What follows belongs to an exercise in optimizing a design on an open flow for small area, a short achievable clock period and few clock cycles; a production flow would make more cautious choices.
Function was checked by simulation only, so behaviour that the tests miss may differ from the original.

==> flow/design.v <==
module bq_encoder (
    input  wire        clk,
    input  wire        rst,           
    input  wire        start,
    output wire        start_ready,
    input  wire [3:0]  cfg_w,         
    input  wire [3:0]  cfg_h,         
    input  wire [3:0]  cfg_d,         
    input  wire [3:0]  cfg_c,         
    input  wire        pix_valid,
    output wire        pix_ready,
    input  wire [23:0] pix_data,
    output reg         res_valid,
    output reg  [7:0]  res_data,
    output reg         done,
    output reg  [7:0]  base_y,
    output reg  [7:0]  max_delta,
    output reg  [3:0]  rbn,
    output reg  [2:0]  shift,
    output reg  [7:0]  avg_cr,
    output reg  [7:0]  avg_cb,
    output reg  [6:0]  csize
);
    localparam S_IDLE = 3'd0;
    localparam S_LOAD = 3'd1;
    localparam S_CALC = 3'd2;
    localparam S_OUT  = 3'd3;
    localparam S_DONE = 3'd4;
    reg  [2:0]  state;
    reg  [3:0]  d_q, c_q;
    reg  [6:0]  n_q;            
    reg  [6:0]  idx;            
    reg  [7:0]  ybuf [0:63];    
    reg  [7:0]  min_y, max_y;
    reg  [13:0] sum_cr, sum_cb;
    assign start_ready = (state == S_IDLE);
    assign pix_ready   = (state == S_LOAD);
    wire [7:0]  pr = pix_data[23:16];
    wire [7:0]  pg = pix_data[15:8];
    wire [7:0]  pb = pix_data[7:0];
    wire [17:0] y_num  = 18'd299 * pr + 18'd587 * pg + 18'd114 * pb;
    wire [7:0]  pix_y  = y_num / 18'd1000;
    wire [18:0] cr_num = 19'd128000 + 19'd713 * pr - 19'd713 * pix_y;
    wire [18:0] cb_num = 19'd128000 + 19'd564 * pb - 19'd564 * pix_y;
    wire [7:0]  pix_cr = cr_num / 19'd1000;
    wire [7:0]  pix_cb = cb_num / 19'd1000;
    wire [7:0]  delta = max_y - min_y;
    reg  [3:0]  rbn_c;
    integer k;
    always @(*) begin
        rbn_c = 4'd0;
        for (k = 0; k < 8; k = k + 1)
            if (delta > (8'd1 << k))
                rbn_c = k[3:0] + 4'd1;
    end
    wire [3:0]  shift_c  = (rbn_c > d_q) ? (rbn_c - d_q) : 4'd0;
    wire [13:0] mean_cr  = sum_cr / n_q;
    wire [13:0] mean_cb  = sum_cb / n_q;
    wire [9:0]  nd       = n_q * d_q;
    wire [6:0]  csize_c  = (delta != 8'd0) ? (7'd4 + ((nd + 10'd7) >> 3)) : 7'd4;
    always @(posedge clk) begin
        if (rst) begin
            state     <= S_IDLE;
            res_valid <= 1'b0;
            done      <= 1'b0;
        end else begin
            res_valid <= 1'b0;
            done      <= 1'b0;
            case (state)
                S_IDLE: begin
                    if (start) begin
                        d_q    <= cfg_d;
                        c_q    <= cfg_c;
                        n_q    <= cfg_w[3:0] * cfg_h[3:0];
                        idx    <= 7'd0;
                        min_y  <= 8'd255;
                        max_y  <= 8'd0;
                        sum_cr <= 14'd0;
                        sum_cb <= 14'd0;
                        state  <= S_LOAD;
                    end
                end
                S_LOAD: begin
                    if (pix_valid) begin
                        ybuf[idx[5:0]] <= pix_y;
                        if (pix_y < min_y) min_y <= pix_y;
                        if (pix_y > max_y) max_y <= pix_y;
                        sum_cr <= sum_cr + pix_cr;
                        sum_cb <= sum_cb + pix_cb;
                        idx    <= idx + 7'd1;
                        if (idx == n_q - 7'd1)
                            state <= S_CALC;
                    end
                end
                S_CALC: begin
                    base_y    <= min_y;
                    max_delta <= delta;
                    rbn       <= rbn_c;
                    shift     <= shift_c[2:0];
                    avg_cr    <= mean_cr[7:0] >> (4'd8 - c_q);
                    avg_cb    <= mean_cb[7:0] >> (4'd8 - c_q);
                    csize     <= csize_c;
                    idx       <= 7'd0;
                    state     <= S_OUT;
                end
                S_OUT: begin
                    res_valid <= 1'b1;
                    res_data  <= (ybuf[idx[5:0]] - base_y) >> shift;
                    idx       <= idx + 7'd1;
                    if (idx == n_q - 7'd1)
                        state <= S_DONE;
                end
                S_DONE: begin
                    done  <= 1'b1;
                    state <= S_IDLE;
                end
                default: state <= S_IDLE;
            endcase
        end
    end
endmodule
==> flow/run.sh <==
#!/bin/bash
# synth_recipe.tcl (not shown) runs the flow's synth.tcl, then flattens the netlist and writes it again
# the make line also repeats each setting of config.mk as NAME=value (left out here)
make -C /OpenROAD-flow-scripts/flow DESIGN_CONFIG=/design/flow/config.mk WORK_HOME=/design/flow/orfs CLKGATE_MAP_FILE= SYNTH_SCRIPT=/design/flow/synth_recipe.tcl finish
==> flow/config.mk <==
export PLATFORM = sky130hd
export DESIGN_NAME = bq_encoder
export DESIGN_NICKNAME = bq_encoder
export VERILOG_FILES = /design/flow/design.v
export SDC_FILE = /design/flow/constraint.sdc
export NUM_CORES = 4
export LEC_CHECK = 0
export CAP_MARGIN = 20
export CORE_MARGIN = 2
export CORE_UTILIZATION = 40
export SLEW_MARGIN = 20
==> flow/constraint.sdc <==
create_clock -name core_clock -period 33.0 [get_ports {clk}]
set_input_delay 6.6000 -clock core_clock [delete_from_list [all_inputs] [get_ports {clk}]]
set_output_delay 6.6000 -clock core_clock [all_outputs]
set_load 0.01 [all_outputs]
==> run notes <==
worst max path at each step:
stage	slack (ns)	end	from	cells past startpoint
after floorplan	0.25	sum_cb[11]	pix_data[1]	110
after global placement	0.58	sum_cb[12]	pix_data[1]	107
after detailed placement	0.26	sum_cb[12]	pix_data[1]	107
after CTS	0.85	sum_cb[12]	pix_data[1]	107
after global routing	-0.02	sum_cb[12]	pix_data[2]	111
final	1.63	sum_cb[12]	pix_data[2]	104
state kept, by name, indices dropped and copies added (netlist names), 8 cells and up, named ones only:
name and cells:
sum_cb 14, min_y 8, base_y 8, ybuf 512
max_y 8, avg_cb 8, sum_cr 14, max_delta 8
res_data 8, avg_cr 8
Yosys cell counts, drive strengths merged (41+ instances only):
library cell  number  area (sq um)
a31oi             49           338
mux2i             45           458
a211oi            58           488
mux2              72           826
a21o              78           594
nand3             96           485
fa               171          3420
a21oi            231          1210
nand2            236           888
o21ai            179           941
inv              468          1760
nand4             41           263
nor2             399          1500
clkbuf           107           403
o211ai            45           343
nand2b            43           269
and2              51           319
o21a             143          1080
xor2              67           594
o31ai             48           422
ha               523          6540
edfxtp           632         19000
xnor2            151          1360
mux4             172          3870
nor3             185           968
buf               50           255
layer usage:
layer / up-vias / track usage (%) / wire [microns]
met5: - / 0 / 0
met4: 0 / 3.75 / 2340
met3: 164 / 1.68 / 6620
met2: 1094 / 31.7 / 61300
met1: 18700 / 27.3 / 61400
li1: 18300 / - / -
critical path, delay by kind of cell:
kind	cells	cell delay (ns)
adders and majority gates	18	6.66
and+or+nand+nor	27	6.37
buffers and inverters	15	1.90
xor gates and xnor gates	5	0.79
AOI/OAI and AO/OA	35	7.86
muxes	4	1.50
cell families after synthesis:
| family | after synthesis | share of synthesized area (%) |
|---|---|---|
| adder cells (fa/ha/maj) | 704 | 19.0 |
| AND/OR/NAND/NOR | 1275 | 11.8 |
| multiplexers | 289 | 9.76 |
| AO/OA/AOI/OAI | 1088 | 14.8 |
| flip-flops | 643 | 36.3 |
| XOR/XNOR | 218 | 3.69 |
| buffers and inverters | 629 | 4.60 |
per-stage QoR:
step / setup WS, ns / instances / TNS (ns) / instance area, sq um
final: 1.63 / 6719 / 0 / 58100
after global routing: -0.0197 / 6719 / -0.0347 / 58100
after CTS: 0.855 / 6712 / 0 / 57800
after detailed placement: 0.260 / 6609 / 0 / 55900
after global placement: 0.576 / 6609 / 0 / 55900
after floorplan: 0.248 / 4846 / 0 / 52900
cell type report:
type	instances	area, sq um
Clock buffer	63	1450
Fill cell	12200	73200
Sequential cell	643	19200
Clock inverter	40	452
Multi-Input combinational cell	3574	31400
Inverter	472	1770
Timing Repair Buffer	172	1560
Tap cell	1755	2200
what timing repair did:
action,CTS,global route
buffers inserted,0,7
resized for setup,0,37
hold buffers,0,0
setup endpoints to repair,0,19
==> metrics.csv <==
stage,metric,value,unit
global_route,overflow,0,
worst_setup_path,startpoint_type,primary input,
min_path,whs_path_depth,0,
floorplanning,core_area,131000,sq um
floorplanning,die_w,368,microns
yosys,ys_seq_area_share,36.3,%
worst_setup_path,cp_data_arrival_time,31.74,ns
worst_setup_path,reg2reg_from,n_q[0],
timing,tightest_slew,0.939,ns
worst_setup_path,critPathMaxFanout,11,
timing,slew_viol_final,0,
clocking,cts_root_buffer,clkbuf_16,
timing,min_period_over_period,95.1,%
clocking,cts_made_buffers,57,
worst_setup_path,ff2ff_setup_slack,4.07,ns
detailed_routing,first_iter_violations,2817,
worst_setup_path,ff2ff_path_depth,119,
cells_and_area,finalNetCount,5658,
yosys,netlist_area,52900,sq um
yosys,yosysWarningCount,1,
clocking,clkLatencyLatePin,0.64,ns
global_route,grt_max_degree,89,
floorplanning,die_area,135000,sq um
floorplanning,start_util,40.3,%
detailed_routing,drc,0,
floorplanning,die_y,368,microns
detailed_routing,wl,132,mm
yosys,post_synth_num_cell_types,137,
floorplanning,num_io_pins,102,
worst_setup_path,crit_required,33.36,ns
detailed_routing,drt_pass1_iterations,8,
worst_setup_path,endpoint_kind,flip-flop,
timing,fin_crit,31.37,ns
min_path,worstHoldStart,min_y[2],
worst_setup_path,max_stage_delay,0.62,ns
yosys,avgSynthCellArea,10.9,sq um
worst_setup_path,r2r_end,avg_cr[0],
min_path,hold_path.class,reg2reg,
cells_and_area,antennaDiodeCount,0,
timing,skew,0.0202,ns
place,place.gp.congestion,0.921,
timing,timing.fmax,31.9,MHz
worst_setup_path,slowest_stage,or4_4,
cells_and_area,most-common-layout-cells,"edfxtp_1 (632), ha_1 (522), inv_1 (459)",
detailed_routing,wire_per_inst,19.6,microns
yosys,synthArstFlopShare,0,%
yosys,ys_seq_elements,643,
detailed_routing,vias_per_cell,5.70,
timing,hold_violations,0,
timing,setup_violations,0,
cells_and_area,syn_to_final_growth,9.87,%
place,dp_hpwl,98.3,mm
clocking,cts_tree,built,
cells_and_area,final_util,44.2,%
clocking,clockBufferDepth,3,
clocking,cts_sinks,643,
place,io_buffers,101,
global_route,grt_pass1_vias,37200,
run,max_cap_violations,0,
cells_and_area,final_common_cell,edfxtp_1,
global_route,antenna_found_initial,1,
detailed_routing,vias,38300,
worst_setup_path,critPathKind,in2reg,
yosys,syn_inst,4846,
outcome,status,no timing/DRC/antenna violations,
yosys,synth-edff-count,632,
timing,timing.hold.ws,0.487,ns
floorplanning,rows,133,
min_path,min_to,base_y[2],
yosys,yosys_most_used_dff,edfxtp_1,
yosys,synth_nets,5584,
global_route,grt_usage,19.1,%
global_route,grt_pass1_wl,208,mm
clocking,htreeDepth,2,
cells_and_area,drive_gt1_share,11.7,%
detailed_routing,ant_nets,0,
timing,maxSlewHeadroom,36.8,%
clocking,clkTransAtPathRegs,0.07,ns
Testbench counts, summed over its fixed seeds: cycles 20,170.

afterwards: timing with drivers on the ports:
How much do the figures lean on ideal ports? The routed layout below was timed once more, with nothing changed but the port constraints. Step 1 (the two cells are an assumption about what drives the block):
set clk [get_ports {clk}]
set_driving_cell -lib_cell sky130_fd_sc_hd__clkbuf_16 $clk
set_driving_cell -lib_cell sky130_fd_sc_hd__buf_2 [delete_from_list [all_inputs] $clk]
Step 2 also shifts input and output timing later by t, the mid clock arrival at the registers, as if the neighbouring blocks saw the same clock. a / b / c = ideal / step 1 / step 2; a / b = the first two.
t (ns): 0.698
setup slack, ns: 1.629 / 1.673 / 0.976
latest minus earliest clock arrival (ns): 0.027 / 0.027
cell pins on the clock port's net: 1
After both steps this run still meets setup and hold. The setup slack of this run moves by +0.044 ns with the drivers and by -0.653 ns with both steps.
